Source: an optimization exercise on an open RTL-to-GDS flow (aim: small area, a short achievable clock period and few clock cycles per item). Production flows keep margins and buffers that such runs may drop. At most, simulation tests tie the RTL to the original design; equivalence was not proved. No functional check of the RTL was part of run 1. Power is estimated from default activity; no workload was simulated.

File: design.v
module bcmseq #(
    parameter [15:0] BASE_LOOP_TICKS = 16'd8,
    parameter [15:0] CALL_OVERHEAD   = 16'd2,
    parameter [15:0] FIRST_INTERVAL  = 16'd100
) (
    input  wire        clk,
    input  wire        rst,
    input  wire        cmd_valid,
    input  wire [51:0] cmd,
    output reg         cmd_ready,
    output reg         rsp_valid,
    output wire [7:0]  rsp,
    input  wire [1:0]  rot,
    output reg         hm_en,
    output reg         hm_we,
    output reg  [10:0] hm_addr,
    output wire [7:0]  hm_wdata,
    input  wire [7:0]  hm_rdata,
    output reg         sm_en,
    output reg  [10:0] sm_addr,
    input  wire [7:0]  sm_rdata,
    output reg         tmr_load,
    output wire [15:0] tmr_period,
    output reg         tmr_stop,
    input  wire        tmr_expire,
    output reg         p_blank,
    output reg         p_lat,
    output reg         p_clk,
    output reg  [3:0]  p_addr,
    output reg  [5:0]  p_data
);
    localparam [3:0] OP_BEGIN    = 4'h1,
                     OP_STOP     = 4'h2,
                     OP_SETPIXEL = 4'h3,
                     OP_SWAPREQ  = 4'h4,
                     OP_RDSTAT   = 4'h5,
                     OP_COPYFWD  = 4'h6,
                     OP_BUFRD    = 4'h7,
                     OP_BUFWR    = 4'h8;
    localparam [15:0] BC2  = BASE_LOOP_TICKS + {CALL_OVERHEAD[14:0], 1'b0};
    localparam [15:0] DUR0 = BC2 - CALL_OVERHEAD;
    localparam [15:0] DUR1 = {BC2[14:0], 1'b0} - CALL_OVERHEAD;
    localparam [15:0] DUR2 = {BC2[13:0], 2'b0} - CALL_OVERHEAD;
    localparam [15:0] DUR3 = {BC2[12:0], 3'b0} - CALL_OVERHEAD;
    function [4:0] band_hi(input [2:0] r, input [1:0] b);
        begin
            case ({r, b})
                5'b000_00: band_hi = 5'd0;   5'b000_01: band_hi = 5'd1;   5'b000_10: band_hi = 5'd2;
                5'b001_00: band_hi = 5'd3;   5'b001_01: band_hi = 5'd4;   5'b001_10: band_hi = 5'd5;
                5'b010_00: band_hi = 5'd6;   5'b010_01: band_hi = 5'd7;   5'b010_10: band_hi = 5'd8;
                5'b011_00: band_hi = 5'd9;   5'b011_01: band_hi = 5'd10;  5'b011_10: band_hi = 5'd11;
                5'b100_00: band_hi = 5'd12;  5'b100_01: band_hi = 5'd13;  5'b100_10: band_hi = 5'd14;
                5'b101_00: band_hi = 5'd15;  5'b101_01: band_hi = 5'd16;  5'b101_10: band_hi = 5'd17;
                5'b110_00: band_hi = 5'd18;  5'b110_01: band_hi = 5'd19;  5'b110_10: band_hi = 5'd20;
                5'b111_00: band_hi = 5'd21;  5'b111_01: band_hi = 5'd22;  5'b111_10: band_hi = 5'd23;
                default:   band_hi = 5'd0;
            endcase
        end
    endfunction
    reg        active;
    reg        pending;      
    reg        swapreq;
    reg        back;         
    reg [1:0]  plane;        
    reg [2:0]  row;
    reg        h_idle;
    reg        st_fill, st_rd, st_cp, st_wr, st_stop;
    reg        is_px, is_cp;
    reg [1:0]  k;            
    reg        bot;
    reg [2:0]  p1, p2, p3;   
    reg        r0, g0, b0;   
    reg [7:0]  d;            
    reg [10:0] ha;           
    reg        run;          
    reg        go;           
    reg        sh;           
    reg        fz;           
    reg        bor;          
    reg        f0;           
    reg        p0;           
    reg        ok;           
    reg [1:0]  t32;          
    reg [6:2]  tp;           
    wire        accept = cmd_valid & cmd_ready;
    wire [3:0]  op     = cmd[51:48];
    wire [15:0] cx     = cmd[47:32];
    wire [15:0] cy     = cmd[31:16];
    wire [15:0] cc     = cmd[15:0];
    wire op_begin = (op == OP_BEGIN);
    wire op_stop  = (op == OP_STOP);
    wire op_px    = (op == OP_SETPIXEL);
    wire op_swap  = (op == OP_SWAPREQ);
    wire op_stat  = (op == OP_RDSTAT);
    wire op_copy  = (op == OP_COPYFWD);
    wire op_bufrd = (op == OP_BUFRD);
    wire op_bufwr = (op == OP_BUFWR);
    wire in_range = rot[0] ? (~|cx[15:4] & ~|cy[15:5])
                           : (~|cx[15:5] & ~|cy[15:4]);
    reg [4:0] rx;
    reg [3:0] ry;
    always @(*) begin
        case (rot)
            2'd0:    begin rx = cx[4:0];  ry = cy[3:0];  end
            2'd1:    begin rx = ~cy[4:0]; ry = cx[3:0];  end
            2'd2:    begin rx = ~cx[4:0]; ry = ~cy[3:0]; end
            default: begin rx = cy[4:0];  ry = ~cx[3:0]; end
        endcase
    end
    wire [4:0] r3 = band_hi(ry[2:0], 2'd0);    
    wire [9:0] off      = ha[9:0];
    wire       off_last = (off == 10'd767);
    wire       cy5 = is_px | (&off[4:0]);
    wire [9:0] cy_off = {cy5 & (&off[8:5]), cy5 & (&off[7:5]), cy5 & (&off[6:5]), cy5 & off[5], cy5,
                         ~is_px & (&off[3:0]), ~is_px & (&off[2:0]), ~is_px & (&off[1:0]),
                         ~is_px & off[0], ~is_px};
    wire [9:0] off_inc = off ^ cy_off;
    reg [7:0] mg;
    always @(*) begin
        mg = hm_rdata;
        if (is_px) begin
            case (k)
                2'd0: if (!bot) mg[4:2] = p1;
                      else begin mg[7:5] = p1; mg[1:0] = {b0, g0}; end
                2'd1: if (!bot) begin mg[4:2] = p2; mg[0] = b0; end
                      else begin mg[7:5] = p2; mg[1] = r0; end
                default: if (!bot) begin mg[4:2] = p3; mg[1:0] = {g0, r0}; end
                      else mg[7:5] = p3;
            endcase
        end
    end
    assign hm_wdata = d;
    assign rsp      = d;
    wire go_fill   = st_fill & ~bor;
    wire go_rd     = st_rd & ~bor;
    wire go_wr     = st_wr & ~bor;
    wire wr_done   = is_cp ? off_last : (~is_px | k[1]);
    wire fill_done = go_fill & off_last & (ha[10] ^ back);
    wire [4:0] c        = sm_addr[4:0];
    wire       c31      = &c;
    wire       dec      = run & c31 & ~p0;                  
    wire       dpos     = run & c31 & p0;                   
    wire       wrap     = run & (c == 5'd1) & ~p0;          
    wire       stop_acc = accept & op_stop;
    wire       take     = (pending | tmr_expire) & active & ~stop_acc & (dec | ~run);
    reg        n_fill, n_rd, n_cp, n_wr, n_stop;
    always @(*) begin
        n_fill = st_fill & ~fill_done;
        n_stop = st_stop & run;
        n_rd   = (st_rd & bor) | (go_wr & ~wr_done);
        n_cp   = go_rd;
        n_wr   = (st_wr & bor) | (st_cp & (is_px | is_cp));
        if (accept) begin
            n_fill = op_begin;
            n_stop = op_stop;
            n_rd   = op_px | op_copy | op_bufrd;
            n_wr   = op_bufwr;
        end
    end
    wire n_idle = ~(n_fill | n_rd | n_cp | n_wr | n_stop);
    wire n_fz   = take | (fz & ~p_lat);
    wire n_run  = take | (run & ~(wrap & ~go));
    reg [10:0] n_ha;
    always @(*) begin
        n_ha = ha;
        if (h_idle) begin
            n_ha = {back ^ op_copy, op_px ? {r3, rx} : cx[9:0]};
        end else begin
            if ((go_fill & off_last) | ((go_rd | go_wr) & is_cp))
                n_ha[10] = ~ha[10];
            if (go_fill)
                n_ha[9:0] = off_last ? 10'd0 : off_inc;
            else if (go_wr)
                n_ha[9:0] = off_inc;
        end
    end
    wire       adv   = dpos & go;
    wire       wrap3 = (plane == 2'd3);
    wire       fswap = wrap3 & (&row) & swapreq;
    wire       swap  = adv & fswap;
    wire [1:0] plane_a = {plane[1] ^ plane[0], ~plane[0]};
    wire [2:0] row_a   = wrap3 ? row ^ {&row[1:0], row[0], 1'b1} : row;
    reg [1:0]  n_plane;
    reg [2:0]  n_row;
    reg        n_back;
    always @(*) begin
        n_plane = adv ? plane_a : plane;
        n_row   = adv ? row_a : row;
        n_back  = back ^ swap;
        if (fill_done) begin
            n_plane = 2'd3;
            n_row   = 3'd7;
            n_back  = 1'b0;
        end
    end
    function [1:0] band_of(input [1:0] pl, input nx_p0);
        case (pl)
            2'd0:    band_of = {1'b0, nx_p0};
            2'd1:    band_of = 2'd0;
            2'd2:    band_of = 2'd1;
            default: band_of = 2'd2;
        endcase
    endfunction
    wire [5:0] sa_keep = {~back, band_hi(row, band_of(plane, ~p0))};
    wire [5:0] sa_adv  = {~(back ^ fswap), band_hi(row_a, band_of(plane_a, ~p0))};
    wire [4:0] c_inc   = c ^ {&c[3:0], &c[2:0], &c[1:0], c[0], 1'b1};
    wire [4:0] n_c     = ~run ? 5'd31 : (p0 ? c_inc : c);
    wire n_bor = run & ~p0 & (plane == 2'd0);
    reg [6:2] n_tp;
    always @(*) begin
        if (!active) n_tp = FIRST_INTERVAL[6:2];
        else case (plane)                   
            2'd1:    n_tp = DUR0[6:2];
            2'd2:    n_tp = DUR1[6:2];
            2'd3:    n_tp = DUR2[6:2];
            default: n_tp = DUR3[6:2];
        endcase
    end
    assign tmr_period = {9'd0, tp, active, 1'b0};
    always @(posedge clk) begin
        ha <= n_ha;
        if (h_idle) begin
            d       <= {cc[7:1], cc[0] | (swapreq & op[2])};
            p1      <= {cc[2], cc[8],  cc[13]};
            p2      <= {cc[3], cc[9],  cc[14]};
            p3      <= {cc[4], cc[10], cc[15]};
            r0      <= cc[12];
            g0      <= cc[7];
            b0      <= cc[1];
            bot     <= ry[3];
            k       <= 2'd0;
            ok      <= ~op_px | in_range;
            is_px   <= op_px;
            is_cp   <= op_copy;
        end else begin
            if (st_cp)
                d <= mg;
            if (go_wr)
                k <= {k[0], ~k[1] & ~k[0]};
        end
        hm_addr <= n_bor ? {~back, band_hi(row, 2'd2), c} : n_ha;
        if (rst) begin
            h_idle    <= 1'b1;
            st_fill   <= 1'b0;
            st_rd     <= 1'b0;
            st_cp     <= 1'b0;
            st_wr     <= 1'b0;
            st_stop   <= 1'b0;
            bor       <= 1'b0;
            hm_en     <= 1'b0;
            hm_we     <= 1'b0;
            cmd_ready <= 1'b1;
            rsp_valid <= 1'b0;
            tmr_stop  <= 1'b0;
        end else begin
            h_idle    <= n_idle;
            st_fill   <= n_fill;
            st_rd     <= n_rd;
            st_cp     <= n_cp;
            st_wr     <= n_wr;
            st_stop   <= n_stop;
            bor       <= n_bor;
            hm_en     <= n_bor | n_fill | n_rd | n_wr;
            hm_we     <= ~n_bor & (n_fill | (n_wr & (h_idle | ok)));
            cmd_ready <= n_idle & ~n_fz;
            rsp_valid <= (accept & op_stat) | (st_cp & ~is_px & ~is_cp);
            tmr_stop  <= st_stop & ~run;
        end
        t32 <= sm_rdata[1:0];
        f0  <= (plane == 2'd0);
        if (!p0)
            p_data <= f0 ? {t32, sm_rdata[1:0], hm_rdata[1:0]} : sm_rdata[7:2];
        p0      <= ~run | ~p0;
        plane   <= n_plane;
        row     <= n_row;
        back    <= n_back;
        sm_addr <= {adv ? sa_adv : sa_keep, n_c};
        tp      <= n_tp;
        if (!run)
            sh <= 1'b0;
        else if (wrap)
            sh <= 1'b1;
        if (take)
            go <= 1'b1;
        else if (dec)
            go <= 1'b0;
        pending <= (pending | tmr_expire) & ~take & ~(accept & op_begin);
        if (swap | fill_done)
            swapreq <= 1'b0;
        else if (accept & op_swap)
            swapreq <= 1'b1;
        if (rst) begin
            run      <= 1'b0;
            sm_en    <= 1'b0;
            fz       <= 1'b0;
            active   <= 1'b0;
            p_blank  <= 1'b1;
            p_lat    <= 1'b0;
            p_clk    <= 1'b0;
            p_addr   <= 4'd0;
            tmr_load <= 1'b0;
        end else begin
            run   <= n_run;
            sm_en <= n_run;
            fz    <= n_fz;
            if (fill_done)
                active <= 1'b1;
            else if (stop_acc)
                active <= 1'b0;
            if (dec | take)
                p_blank <= 1'b1;
            else if (p_lat)
                p_blank <= 1'b0;
            p_lat    <= wrap & go;
            tmr_load <= (wrap & go) | (accept & op_begin);
            p_clk    <= run & sh & p0;
            if (fill_done)
                p_addr <= 4'd0;
            else if (dpos & sh)
                p_addr <= {1'b0, row};
        end
    end
endmodule
File: flow/run.sh
#!/bin/bash
# Standard layout, with the port buffers that buffer_ports inserts made
# sky130_fd_sc_hd__buf_1 (the resizer may still size them up) instead of the
# delay cell it picks by default. Every port still gets its own buffer.
set -euo pipefail
echo 'export BUFFER_PORTS_ARGS = -buffer_cell sky130_fd_sc_hd__buf_1' >> config.mk
bash standard.sh > standard_flow.log 2>&1
File: standard.sh
#!/bin/bash
# synth_recipe.tcl (not shown) runs the flow's synth.tcl, then flattens the netlist and writes it again
# the make line also repeats each setting of config.mk as NAME=value (left out here)
make -C /OpenROAD-flow-scripts/flow DESIGN_CONFIG=/design/flow/config.mk WORK_HOME=/design/flow/orfs CLKGATE_MAP_FILE= SYNTH_SCRIPT=/design/flow/synth_recipe.tcl "${@:-finish}"
File: config.mk
export PLATFORM = sky130hd
export DESIGN_NAME = bcmseq
export DESIGN_NICKNAME = bcmseq
export VERILOG_FILES = /design/flow/design.v
export SDC_FILE = /design/flow/constraint.sdc
export NUM_CORES = 4
export LEC_CHECK = 0
export CAP_MARGIN = 20
export CORE_MARGIN = 2
export CORE_UTILIZATION = 40
export SETUP_SLACK_MARGIN = 3.5
export SLEW_MARGIN = 20
export BUFFER_PORTS_ARGS = -buffer_cell sky130_fd_sc_hd__buf_1
File: constraint.sdc
create_clock -name core_clock -period 6.0 [get_ports {clk}]
set_input_delay 1.2000 -clock core_clock [delete_from_list [all_inputs] [get_ports {clk}]]
set_output_delay 1.2000 -clock core_clock [all_outputs]
set_load 0.01 [all_outputs]
==> results.toml, run 1 <==
[logic_synthesis]
yosysSeqAreaShare_pct = 44.65
ys_warn_count = 1
netlist_area_um2 = 5425
synth-xor-area-share_pct = 2.744
synth-adder-area-share_pct = 5.304
synthMuxAreaShare_pct = 6.665
postSynth.asyncResetShare_pct = 0
avgSynthCellArea_um2 = 9.354
synth_ff_type = "dfxtp_1"
yosysUniqueCellTypes = 67
synth_top_family_by_area = "simple AND/OR/NAND/NOR gates"
syn_inst = 580
synth_edf_count = 30
ys_ff_latch = 106
synth_compound_area_share_pct = 15.64
synthSimpleGateAreaFrac_pct = 18.43

[power]
p_per_area_nw_per_um2 = 278.4
p_leak_nw = 2.485
ir_worst_vdd_mv = 0.1493

[setup_path]
crit_required_ns = 6.27
worst-path-max-fanout = 7
reg2reg_depth = 8
crit_type = "primary input to register"
start_kind = "primary input"
r2r_setup_slack_ns = 3.82
crit-reg2reg-launch = "sm_addr[0]"
critPathArrivalTime_ns = 2.76
endpoint_kind = "register"
r2r-end = "back"

[timing]
fin_crit_sh_pct = 41.63
fin_tns_setup_ns = 0
relSlewSlack_pct = 51.58
clock.fmax_ghz = 0.4003
period_minus_slack_ns = 2.498
worstMarginPinSlew_ns = 0.7263
maxSlewViolCount = 0
finalHoldViolations = 0
worst_slack_ns = 3.502
grt_setup_unrepaired = "true"
finalSetupViolations = 0
fin_worst_skew_ns = 0.008018

[placement]
port_buffers = 135
place_hpwl_um = 9578
dp_slack_ns = 2.422
dp_cells = 857
gp_congestion = 0.8514

[clocking]
h-tree-depth = 3
cts_made_buffers = 9
clk_pin_slew_worst_paths_ns = 0.07
clk_latency_ns = 0.35
ctsLongestPathBuffers = 2
cts.sinks = 106
ctsHoldBuffers = 0
cts_tree = "yes"
ctsRootBufferMaster = "clkbuf_16"

[worst_hold_path]
hold_path_end = "tp[2]"
hold_path_depth = 1
hold_class = "register to register"
min_from = "active"

[run]
drv_cap = 0

[route]
wirelength_um = 12960
drt-pass1-iter-count = 5
detail-route-antenna-nets = 0
wl_per_cell_um = 14.73
drtIter0Drc = 325
vias_per_cell = 5.128
vias = 4513
drc_errors = 0

[status]
status = "finished clean"

[cells_and_area]
stdcell_count = 880
nets = 796
final_layout_size_suffix_gt1_share_pct = 9.517
syn_to_final_growth_pct = 18.29
antenna_cells = 0

[global_routing]
overflow = 0
grt_pass1_vias = 4157
grt_max_degree = 50
antenna_found_initial = 0
grtUsageTotal_pct = 17.96
grt_first_pass_wirelength_um = 20510

[floorplan]
rows = 42
die_h_um = 120.5
core_um2 = 13240
start_util_pct = 40.97
dieArea_um2 = 14510
die_x_um = 120.5
io_pins = 148
-- worst max-delay path by stage --
stage,from,endpoint,slack [ns],cells after the start
after floorplan,rot[0],hm_addr[9],3.25,9
after global placement,rot[0],hm_addr[9],2.51,9
after detailed placement,rot[0],hm_addr[9],2.42,9
after CTS,rot[1],hm_addr[9],3.48,9
after global routing,cmd[51],hm_addr[5],3.39,7
final,rot[0],hm_addr[7],3.50,8
-- stage by stage --
step | util, % | power (W) | instance area [um2] | hold WS (ns)
2_1_floorplan | - | 0.001124 | 5503 | 0.3966
3_3_place_gp | 44.98 | 0.001204 | 5957 | 0.4261
3_5_place_dp | 44.98 | 0.001209 | 5957 | 0.4406
4_1_cts | 47.62 | 0.001792 | 6306 | 0.4667
5_1_grt | 48.46 | 0.001880 | 6417 | 0.4924
6_report | 48.46 | 0.001787 | 6417 | 0.4595
-- cells by family after synthesis --
logic type	count (synthesis)
AO/OA/AOI/OAI	128
AND/OR/NAND/NOR	202
XOR/XNOR	17
buffers and inverters	68
multiplexers	35
adder cells (fa/ha/maj)	23
other	1
flip-flops	106
-- cell type report --
class	instances	area, um2
Clock inverter	4	23.77
Clock buffer	12	267.8
Tap cell	176	220.2
Multi-Input combinational cell	416	2796
Inverter	23	86.33
Timing Repair Buffer	143	599.3
Fill cell	1279	6825
Sequential cell	106	2424
-- synth_stat cells, types with 4 or more instances --
cell type	number	area [um2]
o221ai_1	5	43.79
nor2b_1	7	43.79
and3_1	6	37.54
xor2_1	4	35.03
o21a_1	6	45.04
nor3_1	9	45.04
nor4_1	6	37.54
a31oi_1	9	56.30
o31ai_1	5	37.54
nand2b_1	9	56.30
mux2_2	9	101.4
mux2i_1	26	260.3
nand2_1	67	251.5
and2_1	6	37.54
inv_1	21	78.83
buf_4	20	150.1
a22oi_1	4	30.03
clkbuf_1	16	60.06
xnor2_1	13	113.9
dfxtp_1	76	1521
nor2_1	50	187.7
a21oi_1	27	135.1
buf_2	6	30.03
ha_1	23	287.8
o21ai_0	32	160.2
nand3_1	11	55.05
edfxtp_1	30	900.9
nand4_1	7	43.79
o211ai_1	10	75.07
-- layout by cell type, fill, tap and decap left out, drive strengths merged, types with 3 or more instances in the layout --
cell,n
a211oi,3
a21oi,27
a221oi,3
a22oi,4
a31oi,9
and2,9
and3,6
buf,139
clkbuf,16
clkinv,6
conb,11
dfxtp,76
edfxtp,30
ha,23
inv,21
mux2,9
mux2i,26
nand2,67
nand2b,9
nand3,11
nand3b,3
nand4,8
nor2,50
nor2b,7
nor3,9
nor3b,4
nor4,6
nor4b,3
o211ai,10
o21a,6
o21ai,33
o221ai,5
o31ai,5
o41ai,3
or2,4
xnor2,13
xor2,4
-- sequential cells by signal, summed over array words and instances, names as in the netlist, 5 cells and up --
signal	count
ha	11
hm_addr	11
sm_addr	11
d	8
p_data	6
tp	5
-- per-layer routing --
metal | up-vias | global-route usage (%) | share of wire (%)
met5 | - | 0 | 0
met4 | 0 | 5.305 | 1.2
met3 | 12 | 3.915 | 5.5
met2 | 106 | 30.40 | 48
met1 | 2104 | 23.00 | 45
li1 | 2291 | - | -
-- where the power goes --
part / switching [W] / total (W) / internal (W) / leakage [nW]
Clock: 0.000254 / 0.000571 / 0.000317 / 0.147
Combinational: 0.000201 / 0.000353 / 0.000152 / 1.41
Sequential: 0.0000547 / 0.000863 / 0.000808 / 0.927
Total: 0.000510 / 0.00179 / 0.00128 / 2.49
-- worst max-delay path, cell delays in order --
cell and delay, ns:
buf_16 0.12, mux2i_4 0.18, xnor2_2 0.23, ha_2 0.23, inv_2 0.04, and3_4 0.16
o311a_1 0.35, o31ai_1 0.25
-- timing repair --
| action | 4_1_cts | 5_1_grt |
|---|---|---|
| setup buffers | 2 | 5 |
| resized for setup | 14 | 18 |
| pin swaps | 1 | 7 |
| endpoints found under the setup margin | 19 | 13 |
| hold endpoints to repair | 0 | 0 |
==> run 2, diff against run 1 <==
--- a/design.v
+++ b/design.v
@@ -45,15 +45,14 @@
     function [4:0] band_hi(input [2:0] r, input [1:0] b);
         begin
             case ({r, b})
-                5'b000_00: band_hi = 5'd0;   5'b000_01: band_hi = 5'd1;   5'b000_10: band_hi = 5'd2;
-                5'b001_00: band_hi = 5'd3;   5'b001_01: band_hi = 5'd4;   5'b001_10: band_hi = 5'd5;
-                5'b010_00: band_hi = 5'd6;   5'b010_01: band_hi = 5'd7;   5'b010_10: band_hi = 5'd8;
-                5'b011_00: band_hi = 5'd9;   5'b011_01: band_hi = 5'd10;  5'b011_10: band_hi = 5'd11;
-                5'b100_00: band_hi = 5'd12;  5'b100_01: band_hi = 5'd13;  5'b100_10: band_hi = 5'd14;
-                5'b101_00: band_hi = 5'd15;  5'b101_01: band_hi = 5'd16;  5'b101_10: band_hi = 5'd17;
-                5'b110_00: band_hi = 5'd18;  5'b110_01: band_hi = 5'd19;  5'b110_10: band_hi = 5'd20;
-                5'b111_00: band_hi = 5'd21;  5'b111_01: band_hi = 5'd22;  5'b111_10: band_hi = 5'd23;
-                default:   band_hi = 5'd0;
+                5'b000_00: band_hi = 5'd0;   5'b000_01: band_hi = 5'd1;   5'b000_10: band_hi = 5'd2;   5'b000_11: band_hi = 5'd3;
+                5'b001_00: band_hi = 5'd3;   5'b001_01: band_hi = 5'd4;   5'b001_10: band_hi = 5'd5;   5'b001_11: band_hi = 5'd6;
+                5'b010_00: band_hi = 5'd6;   5'b010_01: band_hi = 5'd7;   5'b010_10: band_hi = 5'd8;   5'b010_11: band_hi = 5'd9;
+                5'b011_00: band_hi = 5'd9;   5'b011_01: band_hi = 5'd10;  5'b011_10: band_hi = 5'd11;  5'b011_11: band_hi = 5'd12;
+                5'b100_00: band_hi = 5'd12;  5'b100_01: band_hi = 5'd13;  5'b100_10: band_hi = 5'd14;  5'b100_11: band_hi = 5'd15;
+                5'b101_00: band_hi = 5'd15;  5'b101_01: band_hi = 5'd16;  5'b101_10: band_hi = 5'd17;  5'b101_11: band_hi = 5'd18;
+                5'b110_00: band_hi = 5'd18;  5'b110_01: band_hi = 5'd19;  5'b110_10: band_hi = 5'd20;  5'b110_11: band_hi = 5'd21;
+                5'b111_00: band_hi = 5'd21;  5'b111_01: band_hi = 5'd22;  5'b111_10: band_hi = 5'd23;  default:   band_hi = 5'd0;
             endcase
         end
     endfunction
@@ -64,10 +63,10 @@
     reg [1:0]  plane;        
     reg [2:0]  row;
     reg        h_idle;
-    reg        st_fill, st_rd, st_cp, st_wr, st_stop;
+    reg        st_pa, st_fill, st_rd, st_cp, st_wr, st_stop;
+    reg        bot;          
     reg        is_px, is_cp;
     reg [1:0]  k;            
-    reg        bot;
     reg [2:0]  p1, p2, p3;   
     reg        r0, g0, b0;   
     reg [7:0]  d;            
@@ -81,7 +80,7 @@
     reg        p0;           
     reg        ok;           
     reg [1:0]  t32;          
-    reg [6:2]  tp;           
+    reg [6:1]  tp;           
     wire        accept = cmd_valid & cmd_ready;
     wire [3:0]  op     = cmd[51:48];
     wire [15:0] cx     = cmd[47:32];
@@ -100,14 +99,9 @@
     reg [4:0] rx;
     reg [3:0] ry;
     always @(*) begin
-        case (rot)
-            2'd0:    begin rx = cx[4:0];  ry = cy[3:0];  end
-            2'd1:    begin rx = ~cy[4:0]; ry = cx[3:0];  end
-            2'd2:    begin rx = ~cx[4:0]; ry = ~cy[3:0]; end
-            default: begin rx = cy[4:0];  ry = ~cx[3:0]; end
-        endcase
+        rx = (rot[0] ? cy[4:0] : cx[4:0]) ^ {5{rot[1] ^ rot[0]}};
+        ry = (rot[0] ? cx[3:0] : cy[3:0]) ^ {4{rot[1]}};
     end
-    wire [4:0] r3 = band_hi(ry[2:0], 2'd0);    
     wire [9:0] off      = ha[9:0];
     wire       off_last = (off == 10'd767);
     wire       cy5 = is_px | (&off[4:0]);
@@ -142,35 +136,39 @@
     wire       dpos     = run & c31 & p0;                   
     wire       wrap     = run & (c == 5'd1) & ~p0;          
     wire       stop_acc = accept & op_stop;
-    wire       take     = (pending | tmr_expire) & active & ~stop_acc & (dec | ~run);
-    reg        n_fill, n_rd, n_cp, n_wr, n_stop;
+    wire       take     = pending & active & (dec | (~run & ~cmd_ready));
+    reg        n_pa, n_fill, n_rd, n_cp, n_wr, n_stop, n_busy;
     always @(*) begin
+        n_pa   = 1'b0;
         n_fill = st_fill & ~fill_done;
         n_stop = st_stop & run;
-        n_rd   = (st_rd & bor) | (go_wr & ~wr_done);
+        n_rd   = (st_rd & bor) | (go_wr & ~wr_done) | st_pa;
         n_cp   = go_rd;
         n_wr   = (st_wr & bor) | (st_cp & (is_px | is_cp));
+        n_busy = n_fill | n_rd | n_cp | n_wr | n_stop;
         if (accept) begin
+            n_pa   = op_px;
             n_fill = op_begin;
             n_stop = op_stop;
-            n_rd   = op_px | op_copy | op_bufrd;
+            n_rd   = op_copy | op_bufrd;
             n_wr   = op_bufwr;
         end
     end
-    wire n_idle = ~(n_fill | n_rd | n_cp | n_wr | n_stop);
-    wire n_fz   = take | (fz & ~p_lat);
+    wire n_idle = ~accept & ~n_busy;
+    wire n_fz   = (run & (c == 5'd30) & p0) | (~run & pending & active) |
+                  (fz & ~p_lat & ~((dec | ~run) & ~take));
     wire n_run  = take | (run & ~(wrap & ~go));
     reg [10:0] n_ha;
     always @(*) begin
         n_ha = ha;
         if (h_idle) begin
-            n_ha = {back ^ op_copy, op_px ? {r3, rx} : cx[9:0]};
+            n_ha = {back ^ op_copy, op_px ? {2'b0, ry[2:0], rx} : cx[9:0]};
+        end else if (st_pa) begin
+            n_ha[9:5] = band_hi(ha[7:5], 2'd0);
         end else begin
-            if ((go_fill & off_last) | ((go_rd | go_wr) & is_cp))
+            if (go_fill | ((go_rd | go_wr) & is_cp))
                 n_ha[10] = ~ha[10];
-            if (go_fill)
-                n_ha[9:0] = off_last ? 10'd0 : off_inc;
-            else if (go_wr)
+            if ((go_fill & (ha[10] ^ back)) | go_wr)
                 n_ha[9:0] = off_inc;
         end
     end
@@ -201,8 +199,7 @@
             default: band_of = 2'd2;
         endcase
     endfunction
-    wire [5:0] sa_keep = {~back, band_hi(row, band_of(plane, ~p0))};
-    wire [5:0] sa_adv  = {~(back ^ fswap), band_hi(row_a, band_of(plane_a, ~p0))};
+    wire [1:0] sa_band = adv ? plane : band_of(plane, ~p0);
     wire [4:0] c_inc   = c ^ {&c[3:0], &c[2:0], &c[1:0], c[0], 1'b1};
     wire [4:0] n_c     = ~run ? 5'd31 : (p0 ? c_inc : c);
     wire n_bor = run & ~p0 & (plane == 2'd0);
@@ -216,7 +213,7 @@
             default: n_tp = DUR3[6:2];
         endcase
     end
-    assign tmr_period = {9'd0, tp, active, 1'b0};
+    assign tmr_period = {9'd0, tp, 1'b0};
     always @(posedge clk) begin
         ha <= n_ha;
         if (h_idle) begin
@@ -241,6 +238,7 @@
         hm_addr <= n_bor ? {~back, band_hi(row, 2'd2), c} : n_ha;
         if (rst) begin
             h_idle    <= 1'b1;
+            st_pa     <= 1'b0;
             st_fill   <= 1'b0;
             st_rd     <= 1'b0;
             st_cp     <= 1'b0;
@@ -254,6 +252,7 @@
             tmr_stop  <= 1'b0;
         end else begin
             h_idle    <= n_idle;
+            st_pa     <= n_pa;
             st_fill   <= n_fill;
             st_rd     <= n_rd;
             st_cp     <= n_cp;
@@ -274,8 +273,8 @@
         plane   <= n_plane;
         row     <= n_row;
         back    <= n_back;
-        sm_addr <= {adv ? sa_adv : sa_keep, n_c};
-        tp      <= n_tp;
+        sm_addr <= {~(back ^ swap), band_hi(row, sa_band), n_c};
+        tp      <= {n_tp, active};
         if (!run)
             sh <= 1'b0;
         else if (wrap)
@@ -301,7 +300,7 @@
             tmr_load <= 1'b0;
         end else begin
             run   <= n_run;
-            sm_en <= n_run;
+            sm_en <= 1'b1;           
             fz    <= n_fz;
             if (fill_done)
                 active <= 1'b1;
--- a/config.mk
+++ b/config.mk
@@ -5,9 +5,12 @@
 export SDC_FILE = /design/flow/constraint.sdc
 export NUM_CORES = 4
 export LEC_CHECK = 0
+export ABC_AREA = 1
 export CAP_MARGIN = 20
 export CORE_MARGIN = 2
 export CORE_UTILIZATION = 40
-export SETUP_SLACK_MARGIN = 3.5
+export CTS_BUF_LIST = sky130_fd_sc_hd__clkbuf_16
+export CTS_CLUSTER_SIZE = 40
+export SETUP_SLACK_MARGIN = 3.8
 export SLEW_MARGIN = 20
 export BUFFER_PORTS_ARGS = -buffer_cell sky130_fd_sc_hd__buf_1
==> run 2 against run 1 <==
Power decreased by 6.2%. Setup slack gained 0.35 ns. Clock power is 3% lower. Synthesized cell count up 18%. Critical path depth fell by 7. Via count increased by 9.2%. Final cell count up 12%. Clock skew increased by 0.00070 ns. Register-to-register slack improved by 0.17 ns. Count of clock-buffer cells in the layout decreased by 3. Non-clock buffer count shrank 4. Routed wire length increased by 6.7%.
==> results.toml, run 2 <==
[route]
wl_per_cell_um = 14.00
vias_per_cell = 4.987
wirelength_um = 13840
drtIter0Drc = 272
wl_met2_um = 6922
wl_met3_um = 786
vias = 4927
drt-pass1-iter-count = 6
drc_errors = 0
top_layer = "met4"
detail-route-antenna-nets = 0
m1WireLength_um = 5973

[global_routing]
grt_max_degree = 38
grt_pass1_vias = 4654
grt_first_pass_wirelength_um = 21960
overflow = 0
grtUsageTotal_pct = 19.20
antenna_found_initial = 0

[timing]
period_minus_slack_ns = 2.148
clock.fmax_ghz = 0.4655
worst_slack_ns = 3.852
worstMarginPinSlew_ns = 0.7002
fin_tns_setup_ns = 0
hold_slack_ns = 0.4631
fin_crit_sh_pct = 35.80
maxSlewViolCount = 0
finalSetupViolations = 0
grt_setup_unrepaired = "true"
fin_worst_skew_ns = 0.008713
finalHoldViolations = 0
relSlewSlack_pct = 53.27

[floorplan]
dieArea_um2 = 14430
die_x_um = 120.1
core_um2 = 13190
rows = 42
start_util_pct = 40.89
die_h_um = 120.1
io_pins = 148

[clocking]
cts_made_buffers = 9
ctsHoldBuffers = 0
clk_pin_slew_worst_paths_ns = 0.07
cts.sinks = 109
ctsRootBufferMaster = "clkbuf_16"
cts_tree = "yes"
ctsLongestPathBuffers = 2
clk_latency_ns = 0.35
h-tree-depth = 3

[setup_path]
crit_required_ns = 4.80
crit_type = "register to output pin"
crit_chain = "buf_1"
slowest_delay_ns = 0.40
worst-path-max-fanout = 4
slowest_stage = "dfxtp_1"
cp.buffers_inverters = 1
crit_family = "flip-flops"
endpoint_kind = "output pin"
start_kind = "register"
critPathArrivalTime_ns = 0.95

[placement]
port_buffers = 135
dp_slack_ns = 3.002
gp_congestion = 0.9053
place_hpwl_um = 10440

[power]
p_total_w = 0.001675
ir_worst_vdd_mv = 0.1758
p_leak_nw = 2.715
p_per_area_nw_per_um2 = 265.5

[logic_synthesis]
synth_ff_type = "dfxtp_1"
netlist_area_um2 = 5394
ys_top_cells_by_count = "nand2_1, inv_1, dfxtp_1, o21ai_0, nor2_1"
ys_ff_latch = 109
syn_inst = 683
yosysUniqueCellTypes = 44
netlist.area_leader.share_pct = 29.32
yosysTopAreaCell = "dfxtp_1"
yosysSeqAreaShare_pct = 46.02
postSynth.asyncResetShare_pct = 0
synth_area_leaders = "dfxtp_1, edfxtp_1, nand2_1"
synth.most_common_cell = "nand2_1"
avgSynthCellArea_um2 = 7.897
synth_edf_count = 30
ys_warn_count = 1

[cells_and_area]
final_layout_size_suffix_gt1_share_pct = 6.897
largest_registers = "ha: 11 flops, hm_addr: 11 flops, sm_addr: 11 flops"
syn_to_final_growth_pct = 17.00
post-route-util_pct = 47.85
nets = 900
layout_commonest_cell = "nand2_1"
final_cell_mix = "nand2_1, buf_1, inv_1, dfxtp_1, o21ai_0"
antenna_cells = 0

[worst_hold_path]
hold_class = "register to register"

[run]
drv_cap = 0

[status]
status = "finished clean"
[run 2: cell families (layout without fill, tap and decap cells)]
family,count (synthesis),after routing,synth area share [%]
compound gates,130,130,13.45
xor+xnor,12,12,1.948
buf+inv,121,240,10.07
other cells,1,11,0.06952
simple gates,287,287,23.20
fa+ha+maj,19,19,4.407
mux,4,4,0.8350
flops,109,109,46.02
[run 2: worst register-to-register path, delay by kind of cell (launching register included)]
family	cells	cell delay, ns
buffers and inverters	2	0.15
AO/OA/AOI/OAI	3	0.45
flip-flops	1	0.39
adder cells (fa/ha/maj)	3	0.66
AND/OR/NAND/NOR	2	0.24
[run 2: layout make-up]
class	instances	area, um2
timing repair buffer	139	543.0
sequential	109	2487
inverter	85	329.1
multi-input combinational	463	2460
clock inverter	7	46.29
tap	176	220.2
fill	1353	6879
clock buffer	9	225.2
[run 2: routing by layer]
metal / up-vias / track usage (%)
met5: - / 0
met4: 0 / 5.147
met3: 13 / 4.895
met2: 136 / 33.42
met1: 2308 / 23.53
li1: 2470 / -
[run 2: worst paths after layout]
check,cells past startpoint,start,slack [ns],end
setup / recovery,1,sm_addr[2],3.85,sm_addr[2]
setup reg to reg,10,sm_addr[0],3.99,sm_addr[6]
hold / removal,2,st_rd,0.46,st_cp
hold reg to reg,2,st_rd,0.46,st_cp
[run 2: where the power goes]
group | switching [W] | total, W | internal [W]
combinational | 0.000172 | 0.000269 | 0.0000975
clock | 0.000271 | 0.000554 | 0.000283
sequential | 0.0000397 | 0.000853 | 0.000813
[run 2: per-stage QoR]
step / std cells / instance area [um2]
floorplan: 693 / 5440
global placement: 969 / 5954
detailed placement: 969 / 5954
CTS: 985 / 6248
global route: 988 / 6311
finish: 988 / 6311
[run 2: repair_timing]
action,CTS,global route
resized for setup,8,12
setup buffers,0,3
endpoints found under the setup margin,20,17
pin swaps,0,3
hold endpoints to repair,0,0
Testbench counts of run 2, summed over its fixed seeds: cycles 49,192, ticks 768.
==> run 3, diff against run 2 <==
--- a/config.mk
+++ b/config.mk
@@ -9,8 +9,8 @@
 export CAP_MARGIN = 20
 export CORE_MARGIN = 2
 export CORE_UTILIZATION = 40
-export CTS_BUF_LIST = sky130_fd_sc_hd__clkbuf_16
-export CTS_CLUSTER_SIZE = 40
+export CTS_BUF_LIST = sky130_fd_sc_hd__clkbuf_8
+export CTS_CLUSTER_SIZE = 30
 export SETUP_SLACK_MARGIN = 3.8
 export SLEW_MARGIN = 20
 export BUFFER_PORTS_ARGS = -buffer_cell sky130_fd_sc_hd__buf_1
==> run 3 against run 2 <==
Routed wire length is 0.80% lower. Critical path type unchanged. Register-to-register slack about the same. Sequential share of layout area is 0.85 points higher. Non-clock buffer count down 3. Highest routed layer unchanged.
==> results.toml, run 3 <==
[clocking]
ctsRootBufferMaster = "clkbuf_8"
cts_tree = "yes"
ctsHoldBuffers = 0
clk_latency_ns = 0.39
cts_made_buffers = 9
cts.sinks = 109
clk_pin_slew_worst_paths_ns = 0.11
ctsLongestPathBuffers = 2
h-tree-depth = 3
post_cts_buffers = 0

[logic_synthesis]
synth.most_common_cell = "nand2_1"
yosysSeqAreaShare_pct = 46.02
netlist_area_um2 = 5394
synth_edf_count = 30
avgSynthCellArea_um2 = 7.897
synth_area_leaders = "dfxtp_1, edfxtp_1, nand2_1"
ys_top_cells_by_count = "nand2_1, inv_1, dfxtp_1, o21ai_0, nor2_1"
synth_ff_type = "dfxtp_1"
syn_inst = 683
yosysUniqueCellTypes = 44
netlist.area_leader.share_pct = 29.32
yosysTopAreaCell = "dfxtp_1"
ys_ff_latch = 109
ys_warn_count = 1
postSynth.asyncResetShare_pct = 0

[floorplan]
dieArea_um2 = 14430
die_x_um = 120.1
die_h_um = 120.1
rows = 42
core_um2 = 13190
start_util_pct = 40.89
io_pins = 148

[setup_path]
endpoint_kind = "output pin"
crit_type = "register to output pin"
crit_required_ns = 4.80
start_kind = "register"
crit_chain = "buf_1"
critPathArrivalTime_ns = 0.95
crit_family = "flip-flops"
slowest_stage = "dfxtp_2"
cp.buffers_inverters = 1
worst-path-max-fanout = 5
slowest_delay_ns = 0.39

[cells_and_area]
layout_commonest_cell = "nand2_1"
final.fill_count = 1367
antenna_cells = 0
final_cell_mix = "nand2_1, buf_1, inv_1, dfxtp_1, o21ai_0"
final_layout_size_suffix_gt1_share_pct = 7.169
syn_to_final_growth_pct = 14.82
nets = 897
largest_registers = "ha: 11 flops, hm_addr: 11 flops, sm_addr: 11 flops"

[route]
detail-route-antenna-nets = 0
drt-pass1-iter-count = 5
vias = 4923
drtIter0Drc = 270
wirelength_um = 13720
wl_per_cell_um = 13.93
drc_errors = 0
vias_per_cell = 4.998

[timing]
finalHoldViolations = 0
clock.fmax_ghz = 0.4654
fin_worst_skew_ns = 0.01141
period_minus_slack_ns = 2.149
grt_setup_unrepaired = "true"
fin_crit_sh_pct = 35.81
finalSetupViolations = 0
fin_tns_setup_ns = 0
maxSlewViolCount = 0
relSlewSlack_pct = 52.64
worstMarginPinSlew_ns = 0.7096

[run]
drv_cap = 0

[placement]
place_hpwl_um = 10440
port_buffers = 135
gp_congestion = 0.9053

[power]
p_total_w = 0.001537
p_per_area_nw_per_um2 = 248.2
p_leak_nw = 2.665
ir_worst_vdd_mv = 0.1607

[global_routing]
grt_first_pass_wirelength_um = 21920
overflow = 0
grtUsageTotal_pct = 19.15
grt_max_degree = 38
grt_pass1_vias = 4660
antenna_found_initial = 0

[worst_hold_path]
hold_class = "register to register"

[status]
status = "finished clean"
[run 3: cell counts after synthesis]
No cell type changed its count.
[run 3: cells by family after synthesis]
family                   Yosys count  share of synthesized area, %
AND/OR/NAND/NOR                  287                         23.20
buffers and inverters            121                         10.07
adder cells (fa/ha/maj)           19                         4.407
other                              1                       0.06952
multiplexers                       4                        0.8350
AO/OA/AOI/OAI                    130                         13.45
flip-flops                       109                         46.02
XOR/XNOR                          12                         1.948
[run 3: through the flow]
step | setup slack, ns | instances | util, % | hold slack [ns] | instance area, um2
floorplan | 3.825 | 693 | - | 0.4117 | 5440
global placement | 3.024 | 969 | 45.14 | 0.4523 | 5954
detailed placement | 3.002 | 969 | 45.14 | 0.4533 | 5954
CTS | 3.809 | 985 | 46.68 | 0.4694 | 6157
global route | 3.758 | 985 | 46.96 | 0.4956 | 6193
finish | 3.851 | 985 | 46.96 | 0.4664 | 6193
[run 3: final timing paths]
| check | startpoint | cells past startpoint | to | slack [ns] |
|---|---|---|---|---|
| hold reg to reg | st_stop | 2 | tmr_stop | 0.47 |
| setup reg to reg | sm_addr[1] | 11 | sm_addr[6] | 4.00 |
| hold / removal | st_stop | 2 | tmr_stop | 0.47 |
| setup / recovery | sm_addr[1] | 1 | sm_addr[1] | 3.85 |
[run 3: cell type report]
| cell class | count | area (um2) | share of cell area (%) |
|---|---|---|---|
| clock buffer | 10 | 137.6 | 2.222 |
| clock inverter | 6 | 42.54 | 0.6869 |
| inverter | 85 | 329.1 | 5.313 |
| multi-input combinational | 463 | 2449 | 39.54 |
| sequential | 109 | 2494 | 40.26 |
| tap | 176 | 220.2 | 3.556 |
| timing repair buffer | 136 | 521.8 | 8.424 |
[run 3: power breakdown]
group | switching (W) | total (W) | internal [W]
clock network | 0.000254 | 0.000419 | 0.000165
registers | 0.0000395 | 0.000852 | 0.000812
logic | 0.000171 | 0.000266 | 0.0000957
[run 3: repair_timing]
| action | in CTS | in global routing |
|---|---|---|
| setup endpoints to repair | 23 | 20 |
| pin swaps | 0 | 1 |
| gates resized for setup | 10 | 13 |
[run 3: layer usage]
layer	part of all wire, %	track usage [%]
met1	43	23.57
met2	50	33.31
met3	6.0	4.895
met4	1.1	4.853
met5	0	0
==> run 4, diff against run 3 <==
--- a/config.mk
+++ b/config.mk
@@ -10,7 +10,8 @@
 export CORE_MARGIN = 2
 export CORE_UTILIZATION = 40
 export CTS_BUF_LIST = sky130_fd_sc_hd__clkbuf_8
-export CTS_CLUSTER_SIZE = 30
+export CTS_CLUSTER_SIZE = 20
+export GPL_TIMING_DRIVEN = 1
 export SETUP_SLACK_MARGIN = 3.8
 export SLEW_MARGIN = 20
 export BUFFER_PORTS_ARGS = -buffer_cell sky130_fd_sc_hd__buf_1
==> run 4 against run 3 <==
Still clean on timing, DRC and antenna. Fmax unchanged. Setup slack stayed put. Hold slack stayed put. First-iteration DRC count is the same. Global-route usage unchanged. Power unchanged. Die area did not move. Via count is the same. Critical path type unchanged. Highest routed layer unchanged.
==> results.toml, run 4 <==
[status]
status = "finished clean"

[setup_path]
reg2reg_depth = 11
crit_family = "flip-flops"
crit_required_ns = 4.80
r2r_setup_slack_ns = 4.00
endpoint_kind = "output pin"
cp.buffers_inverters = 1
crit_chain = "buf_1"
crit_type = "register to output pin"
crit-reg2reg-launch = "sm_addr[1]"
slowest_stage = "dfxtp_2"
r2r-end = "sm_addr[6]"
critPathArrivalTime_ns = 0.95
slowest_delay_ns = 0.39
crit_start = "sm_addr[1]"
worst-path-max-fanout = 5
start_kind = "register"

[cells_and_area]
antenna_cells = 0
register_area_um2 = 2494
final_layout_size_suffix_gt1_share_pct = 7.169
stdcell_count = 985
layout_commonest_cell = "nand2_1"
nets = 897
multiInputGateArea_um2 = 2449
largest_registers = "ha: 11 flops, hm_addr: 11 flops, sm_addr: 11 flops"
syn_to_final_growth_pct = 14.82
final.fill_count = 1367
final_cell_mix = "nand2_1, buf_1, inv_1, dfxtp_1, o21ai_0"

[global_routing]
grt_first_pass_wirelength_um = 21920
grt_pass1_vias = 4660
grtUsageTotal_pct = 19.15
antenna_found_initial = 0
overflow = 0
grt_max_degree = 38

[logic_synthesis]
synth_ff_type = "dfxtp_1"
synth_edf_count = 30
ys_top_cells_by_count = "nand2_1, inv_1, dfxtp_1, o21ai_0, nor2_1"
synth_area_leaders = "dfxtp_1, edfxtp_1, nand2_1"
netlist_area_um2 = 5394
yosysUniqueCellTypes = 44
netlist.area_leader.share_pct = 29.32
syn_inst = 683
ys_ff_latch = 109
ys_warn_count = 1
yosysTopAreaCell = "dfxtp_1"
synth.most_common_cell = "nand2_1"
postSynth.asyncResetShare_pct = 0
yosysSeqAreaShare_pct = 46.02
avgSynthCellArea_um2 = 7.897

[power]
p_leak_nw = 2.665
p_per_area_nw_per_um2 = 248.2
ir_worst_vdd_mv = 0.1607

[floorplan]
die_x_um = 120.1
dieArea_um2 = 14430
start_util_pct = 40.89
die_h_um = 120.1
core_um2 = 13190
io_pins = 148
rows = 42

[placement]
port_buffers = 135
gp_congestion = 0.9053
dp_cells = 969
place_hpwl_um = 10440

[timing]
fin_worst_skew_ns = 0.01141
worstMarginPinSlew_ns = 0.7096
maxSlewViolCount = 0
clock.fmax_ghz = 0.4654
fin_tns_setup_ns = 0
relSlewSlack_pct = 52.64
finalHoldViolations = 0
finalSetupViolations = 0
grt_setup_unrepaired = "true"
period_minus_slack_ns = 2.149
fin_crit_sh_pct = 35.81

[clocking]
ctsLongestPathBuffers = 2
cts_tree = "yes"
post_cts_buffers = 0
clk_latency_ns = 0.39
cts_made_buffers = 9
h-tree-depth = 3
cts.sinks = 109
clk_pin_slew_worst_paths_ns = 0.11
ctsHoldBuffers = 0
ctsRootBufferMaster = "clkbuf_8"

[route]
drc_errors = 0
detail-route-antenna-nets = 0
vias_per_cell = 4.998
wl_per_cell_um = 13.93
drtIter0Drc = 270
drt-pass1-iter-count = 5
wirelength_um = 13720
vias = 4923

[worst_hold_path]
hold_path_end = "tmr_stop"
hold_path_depth = 2
min_from = "st_stop"
hold_class = "register to register"

[run]
drv_cap = 0
## run 4: where the power goes
| part | switching [W] | internal, W | total, W | leakage [nW] |
|---|---|---|---|---|
| logic | 0.000171 | 0.0000957 | 0.000266 | 1.62 |
| registers | 0.0000395 | 0.000812 | 0.000852 | 0.948 |
| clock network | 0.000254 | 0.000165 | 0.000419 | 0.0974 |
## run 4: kinds of logic (layout without fill, tap and decap cells)
logic type / count (synthesis) / in the layout / synth area share [%]
DFF: 109 / 109 / 46.02
other: 1 / 11 / 0.06952
xor gates and xnor gates: 12 / 12 / 1.948
and+or+nand+nor: 287 / 287 / 23.20
buffers and inverters: 121 / 237 / 10.07
adders and majority gates: 19 / 19 / 4.407
AOI/OAI and AO/OA: 130 / 130 / 13.45
muxes: 4 / 4 / 0.8350
## run 4: timing repair
action | 4_1_cts | 5_1_grt
hold endpoints to repair | 0 | 0
resized for setup | 10 | 13
pin swaps | 0 | 1
endpoints found under the setup margin | 23 | 20
## run 4: area by class of cell
cell class / count / share of cell area [%]
flip-flops and latches: 109 / 40.26
clock buffers: 10 / 2.222
repair buffers: 136 / 8.424
inverters: 85 / 5.313
well taps: 176 / 3.556
multi-input cells: 463 / 39.54
clock inverters: 6 / 0.6869
## run 4: worst max-delay path by stage
stage / to / slack [ns] / depth (start not counted)
3_3_place_gp: hm_addr[0] / 3.02 / 8
6_report: sm_addr[1] / 3.85 / 1
5_1_grt: hm_addr[0] / 3.76 / 8
4_1_cts: hm_en / 3.81 / 6
2_1_floorplan: hm_addr[6] / 3.82 / 9
3_5_place_dp: hm_addr[0] / 3.00 / 8
## run 4: metrics by stage
step	setup slack, ns	util [%]	hold slack, ns	power [W]	cell area, um2
2_1_floorplan	3.825	-	0.4117	0.001050	5440
3_3_place_gp	3.024	45.14	0.4523	0.001122	5954
3_5_place_dp	3.002	45.14	0.4533	0.001129	5954
4_1_cts	3.809	46.68	0.4694	0.001550	6157
5_1_grt	3.758	46.96	0.4956	0.001624	6193
6_report	3.851	46.96	0.4664	0.001537	6193
## run 4: layer usage
metal  up-vias  wire length (um)  track usage [%]
met3        13               819            4.895
met2       147              6865            33.31
met4         0               154            4.853
met5         -                 0                0
li1       2460                 -                -
met1      2303              5884            23.57
==> run 5, diff against run 4 <==
--- a/config.mk
+++ b/config.mk
@@ -6,12 +6,11 @@
 export NUM_CORES = 4
 export LEC_CHECK = 0
 export ABC_AREA = 1
-export CAP_MARGIN = 20
+export CAP_MARGIN = 10
 export CORE_MARGIN = 2
 export CORE_UTILIZATION = 40
 export CTS_BUF_LIST = sky130_fd_sc_hd__clkbuf_8
 export CTS_CLUSTER_SIZE = 20
-export GPL_TIMING_DRIVEN = 1
 export SETUP_SLACK_MARGIN = 3.8
-export SLEW_MARGIN = 20
+export SLEW_MARGIN = 10
 export BUFFER_PORTS_ARGS = -buffer_cell sky130_fd_sc_hd__buf_1
==> run 5 against run 4 <==
Power stayed put. Synthesized cell count unchanged. Non-clock buffer count unchanged. Fmax unchanged. Setup slack stayed put. Clock power barely moved. Cell area is the same. Sequential power about the same. Utilization stayed put. Via count is the same. Sequential cell count unchanged. Critical path type unchanged. Critical endpoint unchanged. Largest power group unchanged.
==> results.toml, run 5 <==
[status]
status = "finished clean"

[setup_path]
worst-path-max-fanout = 5
crit_required_ns = 4.80
crit_type = "register to output pin"
slowest_stage = "dfxtp_2"
endpoint_kind = "output pin"
critPathArrivalTime_ns = 0.95
crit_family = "flip-flops"
start_kind = "register"
cp.buffers_inverters = 1
crit-reg2reg-launch = "sm_addr[1]"
crit_chain = "buf_1"
r2r_setup_slack_ns = 4.00
slowest_delay_ns = 0.39
r2r-end = "sm_addr[6]"
reg2reg_depth = 11

[route]
wirelength_um = 13720
detail-route-antenna-nets = 0
vias_per_cell = 4.998
vias = 4923
drtIter0Drc = 270
wl_per_cell_um = 13.93
drt-pass1-iter-count = 5
drc_errors = 0

[placement]
place_hpwl_um = 10440
dp_slack_ns = 3.002
dp_cells = 969
gp_congestion = 0.9053
port_buffers = 135
place_area_um2 = 5954

[power]
p_seq_share_pct = 55.4
intPower_w = 0.001073
p_per_area_nw_per_um2 = 248.2
p_clk_share_pct = 27.3
swShare_pct = 30.20
p_switching_w = 0.0004643
ir_worst_vdd_mv = 0.1607
pwr-share-comb_pct = 17.3
p_leak_nw = 2.665

[clocking]
ctsLongestPathBuffers = 2
clk_pin_slew_worst_paths_ns = 0.11
h-tree-depth = 3
ctsRootBufferMaster = "clkbuf_8"
clk_latency_ns = 0.39
post_cts_buffers = 0
cts.sinks = 109
cts_made_buffers = 9
cts_tree = "yes"

[logic_synthesis]
ys_warn_count = 1
yosysSeqAreaShare_pct = 46.02
yosysTopAreaCell = "dfxtp_1"
synth.most_common_cell = "nand2_1"
netlist_area_um2 = 5394
postSynth.asyncResetShare_pct = 0
synth_ff_type = "dfxtp_1"
synth_edf_count = 30
yosysUniqueCellTypes = 44
ys_ff_latch = 109
ys_top_cells_by_count = "nand2_1, inv_1, dfxtp_1, o21ai_0, nor2_1"
synth_area_leaders = "dfxtp_1, edfxtp_1, nand2_1"
syn_inst = 683
avgSynthCellArea_um2 = 7.897
netlist.area_leader.share_pct = 29.32

[floorplan]
start_util_pct = 40.89
dieArea_um2 = 14430
die_h_um = 120.1
rows = 42
io_pins = 148
die_x_um = 120.1
core_um2 = 13190

[timing]
clock.fmax_ghz = 0.4654
fin_worst_skew_ns = 0.01141
worstMarginPinSlew_ns = 0.7096
period_minus_slack_ns = 2.149
finalHoldViolations = 0
worst_slack_ns = 3.851
grt_setup_unrepaired = "true"
fin_tns_setup_ns = 0
relSlewSlack_pct = 52.64
fin_crit_sh_pct = 35.81
maxSlewViolCount = 0
finalSetupViolations = 0

[worst_hold_path]
min_from = "st_stop"
hold_class = "register to register"
hold_path_end = "tmr_stop"
hold_path_depth = 2

[cells_and_area]
nets = 897
layout_commonest_cell = "nand2_1"
largest_registers = "ha: 11 flops, hm_addr: 11 flops, sm_addr: 11 flops"
syn_to_final_growth_pct = 14.82
final_area_um2 = 6193
antenna_cells = 0
final_cell_mix = "nand2_1, buf_1, inv_1, dfxtp_1, o21ai_0"
stdcell_count = 985
post-route-util_pct = 46.96
final.fill_count = 1367
final_layout_size_suffix_gt1_share_pct = 7.169

[global_routing]
grt_use_met2_pct = 33.31
antenna_found_initial = 0
grtUsageTotal_pct = 19.15
grt_first_pass_wirelength_um = 21920
grt_pass1_vias = 4660
overflow = 0
grtUsageMet1_pct = 23.57
grt_max_degree = 38
grt.met3_usage_pct = 4.895
grt_busiest_layer = "met2"

[run]
drv_cap = 0
==> run 5: cell counts after synthesis <==
Identical to the previous run, type by type.
==> run 5: layout make-up <==
class | count | area (um2) | share of cell area (%)
Sequential cell | 109 | 2494 | 40.26
Clock inverter | 6 | 42.54 | 0.6869
Multi-Input combinational cell | 463 | 2449 | 39.54
Timing Repair Buffer | 136 | 521.8 | 8.424
Inverter | 85 | 329.1 | 5.313
Clock buffer | 10 | 137.6 | 2.222
Tap cell | 176 | 220.2 | 3.556
==> run 5: logic make-up (layout without fill, tap and decap cells) <==
kind of cell,Yosys count,after routing,synth area share [%]
other,1,11,0.06952
xor gates and xnor gates,12,12,1.948
muxes,4,4,0.8350
and+or+nand+nor,287,287,23.20
DFF,109,109,46.02
AOI/OAI and AO/OA,130,130,13.45
adders and majority gates,19,19,4.407
buffers and inverters,121,237,10.07
==> run 5: layer usage <==
metal,share of wire [%],vias up
met3,6.0,13
met1,43,2303
met2,50,147
li1,-,2460
met4,1.1,0
met5,0,-
==> run 5: timing repair <==
item | CTS | global route
pin swaps | 0 | 1
resized for setup | 10 | 13
hold buffers | 0 | 0
endpoints found under the setup margin | 23 | 20
==> run 5: worst max-delay path by stage <==
stage               start          to  slack (ns)  cells past startpoint
2_1_floorplan     cmd[51]  hm_addr[6]        3.82                      9
3_3_place_gp      cmd[50]  hm_addr[0]        3.02                      8
3_5_place_dp      cmd[51]  hm_addr[0]        3.00                      8
4_1_cts               rst       hm_en        3.81                      6
5_1_grt           cmd[51]  hm_addr[0]        3.76                      8
6_report       sm_addr[1]  sm_addr[1]        3.85                      1
==> run 5: stage by stage <==
stage,hold WS (ns),total power (W)
finish,0.4664,0.001537
global route,0.4956,0.001624
CTS,0.4694,0.001550
detailed placement,0.4533,0.001129
global placement,0.4523,0.001122
floorplan,0.4117,0.001050
==> run 5: power by group through the flow <==
stage | combinational [W] | clock [W] | sequential, W
6_report | 0.000266 | 0.000419 | 0.000852
5_1_grt | 0.000302 | 0.000462 | 0.000860
4_1_cts | 0.000264 | 0.000433 | 0.000853
3_5_place_dp | 0.000260 | 0 | 0.000868
3_3_place_gp | 0.000255 | 0 | 0.000867
2_1_floorplan | 0.000181 | 0 | 0.000869
==> run 6, diff against run 5 <==
--- a/config.mk
+++ b/config.mk
@@ -6,11 +6,11 @@
 export NUM_CORES = 4
 export LEC_CHECK = 0
 export ABC_AREA = 1
-export CAP_MARGIN = 10
+export CAP_MARGIN = 20
 export CORE_MARGIN = 2
 export CORE_UTILIZATION = 40
 export CTS_BUF_LIST = sky130_fd_sc_hd__clkbuf_8
 export CTS_CLUSTER_SIZE = 20
-export SETUP_SLACK_MARGIN = 3.8
-export SLEW_MARGIN = 10
+export SETUP_SLACK_MARGIN = 3.75
+export SLEW_MARGIN = 20
 export BUFFER_PORTS_ARGS = -buffer_cell sky130_fd_sc_hd__buf_1
==> run 6 against run 5 <==
Die area unchanged. Hold slack worse by 0.0092 ns. Register-to-register slack got worse by 0.05 ns. Non-clock buffer count unchanged. Critical path depth stayed put. Count of clock-buffer cells in the layout unchanged. Global-route usage about the same. Sequential cell count unchanged.
==> results.toml, run 6 <==
[timing]
clock.fmax_ghz = 0.4582
fin_worst_skew_ns = 0.01643
fin_tns_setup_ns = 0
hold_slack_ns = 0.4572
maxSlewViolCount = 0
grt_setup_unrepaired = "true"
finalSetupViolations = 0
relSlewSlack_pct = 52.75
period_minus_slack_ns = 2.183
worstMarginPinSlew_ns = 0.7080
finalHoldViolations = 0
fin_crit_sh_pct = 36.38

[global_routing]
grt_first_pass_wirelength_um = 21610
grtUsageTotal_pct = 19.10
grt_pass1_vias = 4609
overflow = 0
antenna_found_initial = 0
grt_max_degree = 38

[logic_synthesis]
syn_inst = 683
netlist_area_um2 = 5394
synth.most_common_cell = "nand2_1"
synth_ff_type = "dfxtp_1"
ys_top_cells_by_count = "nand2_1, inv_1, dfxtp_1, o21ai_0, nor2_1"
yosysTopAreaCell = "dfxtp_1"
synth_area_leaders = "dfxtp_1, edfxtp_1, nand2_1"
postSynth.asyncResetShare_pct = 0
yosysSeqAreaShare_pct = 46.02
netlist.area_leader.share_pct = 29.32
synth_edf_count = 30
yosysUniqueCellTypes = 44
avgSynthCellArea_um2 = 7.897
ys_warn_count = 1
ys_ff_latch = 109

[floorplan]
dieArea_um2 = 14430
core_um2 = 13190
die_x_um = 120.1
die_h_um = 120.1
start_util_pct = 40.89
rows = 42
io_pins = 148

[power]
p_per_area_nw_per_um2 = 255.8
p_leak_nw = 2.671
ir_worst_vdd_mv = 0.1488

[setup_path]
critPathArrivalTime_ns = 0.98
start_kind = "register"
crit_family = "flip-flops"
slowest_stage = "dfxtp_1"
cp.buffers_inverters = 1
endpoint_kind = "output pin"
crit_type = "register to output pin"
slowest_delay_ns = 0.41
crit_chain = "buf_1"
crit_required_ns = 4.80
worst-path-max-fanout = 4

[clocking]
clk_pin_slew_worst_paths_ns = 0.11
h-tree-depth = 3
cts_made_buffers = 9
clk_latency_ns = 0.39
ctsRootBufferMaster = "clkbuf_8"
post_cts_buffers = 0
cts_tree = "yes"
ctsLongestPathBuffers = 2
cts.sinks = 109

[placement]
gp_congestion = 0.8899
port_buffers = 135
place_area_um2 = 5954
place_hpwl_um = 10480

[route]
drc_errors = 0
m1WireLength_um = 5922
drt-pass1-iter-count = 5
drtIter0Drc = 309
wl_per_cell_um = 13.89
wirelength_um = 13680
vias = 4850
vias_per_cell = 4.924
top_layer = "met4"
detail-route-antenna-nets = 0
wl_met2_um = 6718
wl_met3_um = 804

[cells_and_area]
largest_registers = "ha: 11 flops, hm_addr: 11 flops, sm_addr: 11 flops"
final_area_um2 = 6202
antenna_cells = 0
final.fill_count = 1379
syn_to_final_growth_pct = 14.98
final_cell_mix = "nand2_1, buf_1, inv_1, dfxtp_1, o21ai_0"
final_layout_size_suffix_gt1_share_pct = 6.799
layout_commonest_cell = "nand2_1"
nets = 897

[worst_hold_path]
hold_class = "register to register"

[status]
status = "finished clean"

[run]
drv_cap = 0
## run 6: final timing paths
check / start / to / slack [ns] / depth (start not counted)
hold reg to reg: st_stop / tmr_stop / 0.46 / 2
setup reg to reg: sm_addr[0] / sm_addr[6] / 3.95 / 11
setup / recovery: sm_addr[2] / sm_addr[2] / 3.82 / 1
hold / removal: st_stop / tmr_stop / 0.46 / 2
## run 6: repair_timing
item	CTS	global route
hold buffers	0	0
setup endpoints to repair	16	25
cloned	0	0
endpoints found under the hold margin	0	0
gates resized for setup	4	13
## run 6: area by class of cell
type | instances | area (um2) | share of cell area, %
clock buffer | 10 | 137.6 | 2.219
multi-input combinational | 463 | 2445 | 39.42
inverter | 85 | 326.6 | 5.265
clock inverter | 6 | 67.56 | 1.089
tap | 176 | 220.2 | 3.551
sequential | 109 | 2487 | 40.10
timing repair buffer | 136 | 518.0 | 8.352
## run 6: layer usage
layer | vias up | GRT usage [%]
met4 | 0 | 6.029
li1 | 2455 | -
met3 | 20 | 5.181
met1 | 2226 | 23.25
met2 | 149 | 32.74
met5 | - | 0
## run 6: cells by family after synthesis
kind of cell | count (synthesis) | synth area share (%)
AND/OR/NAND/NOR | 287 | 23.20
AO/OA/AOI/OAI | 130 | 13.45
buffers and inverters | 121 | 10.07
flip-flops | 109 | 46.02
adder cells (fa/ha/maj) | 19 | 4.407
XOR/XNOR | 12 | 1.948
multiplexers | 4 | 0.8350
other | 1 | 0.06952
## run 6: metrics by stage
| step | util, % | total power [W] | std cells | setup WS [ns] |
|---|---|---|---|---|
| final | 47.02 | 0.001586 | 985 | 3.817 |
| after global routing | 47.02 | 0.001672 | 985 | 3.735 |
| after detailed placement | 45.14 | 0.001128 | 969 | 3.053 |
| after global placement | 45.14 | 0.001122 | 969 | 3.057 |
| after CTS | 46.80 | 0.001599 | 985 | 3.770 |
| after floorplan | - | 0.001050 | 693 | 3.797 |
## run 6: report_power, final
group,switching [W],internal [W]
clock network,0.000263,0.000209
registers,0.0000401,0.000813
logic,0.000168,0.0000942
==> run 7, diff against run 6 <==
--- a/config.mk
+++ b/config.mk
@@ -11,6 +11,6 @@
 export CORE_UTILIZATION = 40
 export CTS_BUF_LIST = sky130_fd_sc_hd__clkbuf_8
 export CTS_CLUSTER_SIZE = 20
-export SETUP_SLACK_MARGIN = 3.75
+export SETUP_SLACK_MARGIN = 3.85
 export SLEW_MARGIN = 20
 export BUFFER_PORTS_ARGS = -buffer_cell sky130_fd_sc_hd__buf_1
==> run 7 against run 6 <==
Still clean. Non-clock buffer count up 11. Clock skew is 0.0016 ns lower. Die area stayed put. Sequential share of layout area is 0.79 points lower. Register-to-register slack improved by 0.02 ns. Largest power group unchanged.
==> results.toml, run 7 <==
[setup_path]
crit-reg2reg-launch = "sm_addr[0]"
worst-path-max-fanout = 1
endpoint_kind = "output pin"
r2r_setup_slack_ns = 3.97
crit_chain = "clkbuf_2"
reg2reg_depth = 10
slowest_delay_ns = 0.40
crit_family = "flip-flops"
slowest_stage = "edfxtp_1"
start_kind = "register"
r2r-end = "sm_addr[6]"
crit_type = "register to output pin"
critPathArrivalTime_ns = 0.93

[route]
wl_per_cell_um = 13.89
drtIter0Drc = 265
vias = 4897
drt-pass1-iter-count = 7
vias_per_cell = 4.917
drc_errors = 0
detail-route-antenna-nets = 0

[power]
p_per_area_nw_per_um2 = 245.3
p_total_w = 0.001563
ir_worst_vdd_mv = 0.1741
p_leak_nw = 2.808

[clocking]
ctsLongestPathBuffers = 2
cts_tree = "yes"
ctsRootBufferMaster = "clkbuf_8"
ctsHoldBuffers = 0
clk_latency_ns = 0.39
clk_pin_slew_worst_paths_ns = 0.10
h-tree-depth = 3
cts_made_buffers = 9
cts.sinks = 109

[placement]
gp_congestion = 0.8720
place_hpwl_um = 10390
dp_slack_ns = 3.002
dp_cells = 969
port_buffers = 135

[cells_and_area]
final.fill_count = 1325
syn_to_final_growth_pct = 18.19
largest_registers = "ha: 11 flops, hm_addr: 11 flops, sm_addr: 11 flops"
antenna_cells = 0
final_cell_mix = "nand2_1, buf_1, inv_1, dfxtp_1, o21ai_0"
layout_commonest_cell = "nand2_1"
nets = 908
final_layout_size_suffix_gt1_share_pct = 12.44
post-route-util_pct = 48.33
multiInputGateArea_um2 = 2470
stdcell_count = 996
register_area_um2 = 2506

[logic_synthesis]
synthSimpleGateAreaFrac_pct = 23.20
synth_top_family_by_area = "simple AND/OR/NAND/NOR gates"
avgSynthCellArea_um2 = 7.897
yosysTopAreaCell = "dfxtp_1"
synth_edf_count = 30
synth_ff_type = "dfxtp_1"
netlist_area_um2 = 5394
yosysSeqAreaShare_pct = 46.02
synth_compound_area_share_pct = 13.45
ys_top_cells_by_count = "nand2_1, inv_1, dfxtp_1, o21ai_0, nor2_1"
synth.most_common_cell = "nand2_1"
synth-xor-area-share_pct = 1.949
postSynth.asyncResetShare_pct = 0
syn_inst = 683
synthMuxAreaShare_pct = 0.8351
ys_ff_latch = 109
netlist.area_leader.share_pct = 29.32
synth-adder-area-share_pct = 4.407
yosysUniqueCellTypes = 44
ys_warn_count = 1
synth_area_leaders = "dfxtp_1, edfxtp_1, nand2_1"

[timing]
relSlewSlack_pct = 55.64
clock.fmax_ghz = 0.4706
fin_crit_sh_pct = 35.42
grt_setup_unrepaired = "true"
fin_tns_setup_ns = 0
finalHoldViolations = 0
finalSetupViolations = 0
worst_slack_ns = 3.875
period_minus_slack_ns = 2.125
fin_worst_skew_ns = 0.01481
worstMarginPinSlew_ns = 0.6646
maxSlewViolCount = 0

[floorplan]
start_util_pct = 40.89
dieArea_um2 = 14430
rows = 42
io_pins = 148
die_h_um = 120.1
die_x_um = 120.1
core_um2 = 13190

[status]
status = "finished clean"

[global_routing]
grt_max_degree = 38
grt_pass1_vias = 4538
antenna_found_initial = 0
grtUsageTotal_pct = 19.22
grt_first_pass_wirelength_um = 21810
overflow = 0

[worst_hold_path]
hold_path_end = "tmr_stop"
hold_class = "register to register"
hold_path_depth = 2
min_from = "st_stop"

[run]
drv_cap = 0
## run 7: cell counts after synthesis
No cell type changed its count.
## run 7: logic make-up (layout without fill, tap and decap cells)
group,count (synthesis),after routing
compound gates,130,130
simple gates,287,287
buf+inv,121,248
mux,4,4
fa+ha+maj,19,19
other cells,1,11
flops,109,109
xor+xnor,12,12
## run 7: repair_timing
item                       in CTS  in global routing
setup buffers                   0                 11
resized for setup              18                 48
pin swaps                       0                  6
setup endpoints to repair      31                 47
## run 7: worst max path at each step
stage | startpoint | end | slack [ns] | cells after the start
3_5_place_dp | cmd[51] | hm_addr[0] | 3.00 | 8
3_3_place_gp | cmd[51] | hm_addr[0] | 3.04 | 8
5_1_grt | p_data[2] | p_data[2] | 3.81 | 1
4_1_cts | d[4] | hm_wdata[4] | 3.85 | 1
6_report | p_data[2] | p_data[2] | 3.87 | 1
2_1_floorplan | rot[1] | hm_addr[2] | 3.86 | 7
## run 7: report_power, final
part	switching (W)	total (W)	internal (W)
Clock	0.000248	0.000435	0.000187
Sequential	0.0000394	0.000851	0.000811
Combinational	0.000172	0.000278	0.000106
Total	0.000459	0.00156	0.00110
## run 7: stage by stage
stage	area [um2]	hold WS, ns
2_1_floorplan	5445	0.4117
3_3_place_gp	5957	0.4500
3_5_place_dp	5957	0.4481
4_1_cts	6186	0.4630
5_1_grt	6375	0.4905
6_report	6375	0.4672
## run 7: final cells by class
class / count / share of cell area, %
Clock buffer: 12 / 2.591
Clock inverter: 4 / 0.4711
Inverter: 85 / 5.201
Multi-Input combinational cell: 463 / 38.74
Sequential cell: 109 / 39.31
Tap cell: 176 / 3.454
Timing Repair Buffer: 147 / 10.23
## run 7: layer usage
layer | vias up | track usage, % | part of all wire, %
met1 | 2283 | 23.80 | 45
li1 | 2483 | - | -
met5 | - | 0 | 0
met3 | 11 | 5.418 | 5.0
met4 | 0 | 5.147 | 0.96
met2 | 120 | 32.74 | 50
